What follows belongs to an exercise in optimizing a design on an open flow for a short achievable clock period and few clock cycles; a production flow would make more cautious choices. Function was checked by simulation only, so behaviour that the tests miss may differ from the original. Power and IR drop assume default switching activity.

==> flow/design.v (excerpt) <==
module bjt_cpu (
    input  wire        clk,
    input  wire        rst,         
    output wire [15:0] rom_addr,
    input  wire [7:0]  rom_rdata,
    output wire [15:0] ram_addr,
    output wire [7:0]  ram_wdata,
    output wire        ram_we,
    input  wire [7:0]  ram_rdata,
    output wire        halted,
    input  wire [4:0]  dbg_sel,
    output reg  [7:0]  dbg_data
);
    localparam IB = 6;                  
    localparam NE = 1 << IB;
    localparam TB = 16 - IB;
    function [1:0] ilen;
        input [3:0] fam;
        begin
            case (fam)
                4'h0, 4'h2, 4'h3, 4'hF: ilen = 2'd1;
                4'hC, 4'hD, 4'hE:       ilen = 2'd3;
                default:                ilen = 2'd2;
            endcase
        end
    endfunction
    function [7:0] rdsel;
        input [3:0] idx;
        input [7:0] a, b, c, sp, bp, bnk, adr;
        begin
            case (idx)
                4'h0:    rdsel = a;
                4'h1:    rdsel = b;
                4'h2:    rdsel = c;
                4'hA:    rdsel = sp;
                4'hB:    rdsel = bp;
                4'hE:    rdsel = bnk;
                4'hF:    rdsel = adr;
  ...
Size in the first run: about 4100 flip-flops, about 180000 sq um of cells after synthesis.
Settings: LEC_CHECK=0, ABC_CLOCK_PERIOD_IN_PS=3800, CAP_MARGIN=40, CORE_MARGIN=2, CORE_UTILIZATION=30, SETUP_SLACK_MARGIN=3.0, SLEW_MARGIN=40; clock period 7.0 ns.
run.sh (not shown) runs the stock make flow with config.mk's settings and CLKGATE_MAP_FILE= SYNTH_SCRIPT=/design/flow/synth_recipe.tcl, a recipe that flattens the netlist after the stock synthesis.
The first run finished clean.
Testbench counts at the start, summed over its fixed seeds: cycles 59,229.
Edit:
--- a/flow/design.v
+++ b/flow/design.v
@@ -638,19 +638,34 @@
     wire [6:0] na_oh = slot(i_b1[7:4]);
     wire [6:0] nb_oh = slot(i_b1[3:0]);
     wire [6:0] nd_oh = slot(n_sub);
     reg [6:0] n_rmask;
     always @(*) begin
         n_rmask = 7'd0;
         if (n_pop)   n_rmask = 7'b0001000;
         if (n_ret)   n_rmask = 7'b0010000;
     end
-    wire n_haz = (n_rmask & alu_wmask) != 7'd0 || n_stidx || n_ldidx;
+    wire [6:0] x_wmask = (x_go && !is_stop) ?
+        (((wb_en && !is_imm) ? xd_oh : 7'd0) |
+         ((is_push || is_pop || is_link || (is_ret && (xs == 2'd2 || ret_hit))) ? 7'b0001000 : 7'd0) |
+         ((is_link || (is_ret && (xs == 2'd2 || ret_hit))) ? 7'b0010000 : 7'd0)) : 7'd0;
+    wire n_haz = (n_rmask & alu_wmask) != 7'd0 ||
+                 ((n_stidx || n_ldidx) && ((na_oh | nb_oh) & x_wmask) != 7'd0);
+    wire [6:0] imm_w = (x_go && is_imm) ? xd_oh : 7'd0;
+    wire [7:0] ia_r   = imm_w[0] ? xb1 : ra;
+    wire [7:0] ib_r   = imm_w[1] ? xb1 : rb;
+    wire [7:0] ic_r   = imm_w[2] ? xb1 : rc;
+    wire [7:0] isp_r  = imm_w[3] ? xb1 : rsp;
+    wire [7:0] ibp_r  = imm_w[4] ? xb1 : rbp;
+    wire [7:0] ibnk_r = imm_w[5] ? xb1 : rbnk;
+    wire [7:0] iadr_r = imm_w[6] ? xb1 : radr;
+    wire [7:0] n_ia = rdoh(na_oh, ia_r, ib_r, ic_r, isp_r, ibp_r, ibnk_r, iadr_r);
+    wire [7:0] n_ib = rdoh(nb_oh, ia_r, ib_r, ic_r, isp_r, ibp_r, ibnk_r, iadr_r);
     reg [1:0] pq_d;
     always @(*) begin
         if (rst)
             pq_d = 2'd0;
         else if (x_go && is_link)
             pq_d = 2'd2;
         else if (pq != 2'd0)
             pq_d = pq - 2'd1;
         else
@@ -665,19 +680,22 @@
     always @(*) begin
         n_rom_addr = n_pm ? pf_bpc_d : fbpc_d;
         n_rom_dir  = 1'b0;
         n_wd_q     = 1'b0;
         n_wd       = 8'h00;
         n_hi_ff    = 1'b0;
         n_lo_sel   = 3'b001;
         n_wd_oh    = 7'd0;
         if (x_accept) begin
-            if (n_pop) begin
+            if (n_stidx || n_ldidx) begin
+                n_lo = add8(n_ia, n_ib);
+                n_lo_sel = 3'b100;
+            end else if (n_pop) begin
                 n_lo = add8(fsp_d, 8'hFF);
                 n_lo_sel = 3'b100;
             end else begin
                 n_lo = add8(fbp_d, 8'hFF);
                 if (n_ret)
                     n_lo_sel = 3'b100;
                 else if (n_push || n_link)
                     n_lo_sel = 3'b010;
             end
Effect: Combinational power barely changes. Hold slack got worse by 18 ps. Sequential power rises by about 1%. Wire length rises by 2.0%. Total power rises by 1.6%. Count of clock-buffer cells in the layout falls by 14. Cell area rises by 1.9%. Worst setup slack got worse by 200 ps. Core utilization rises by 0.20 points. Via count rises by 1.9%. Global-route usage hardly moves. Final cell count rises by 1.8%. Clock power rises by about 3%. Sequential share of layout area falls by 1.0 points.
Testbench counts after the change, summed over its fixed seeds: cycles 58,125.

-- afterwards: timing with drivers on the ports --
No port has a modelled driver above. Below, the same layouts with a new extraction and two added sets of constraints. Step 1 (the two cells are an assumption about what drives the block):
set clk [get_ports {clk}]
set_driving_cell -lib_cell sky130_fd_sc_hd__clkbuf_16 $clk
set_driving_cell -lib_cell sky130_fd_sc_hd__buf_2 [delete_from_list [all_inputs] $clk]
Step 2 adds t to the input delays and takes it off the output delays; t is the mean of the earliest and latest rising clock arrival at the registers after step 1. Input paths then give back, and output paths get back, about the clock's delay inside the block. Three values: ideal, step 1, step 2; two values: the first two.
| run | t (ns) | slack for setup (ns) | latest minus earliest clock arrival (ns) |
|---|---|---|---|
| the first run | 1.203 | 2.343 / 2.343 / 1.723 | 0.233 / 0.233 |
| the second run | 1.160 | 2.144 / 2.144 / 1.786 | 0.153 / 0.154 |
After both steps setup and hold are still met in every run listed. For the first run, which loses most, drivers alone change the setup slack by 0.000 ns; drivers and shift together by -0.620 ns.
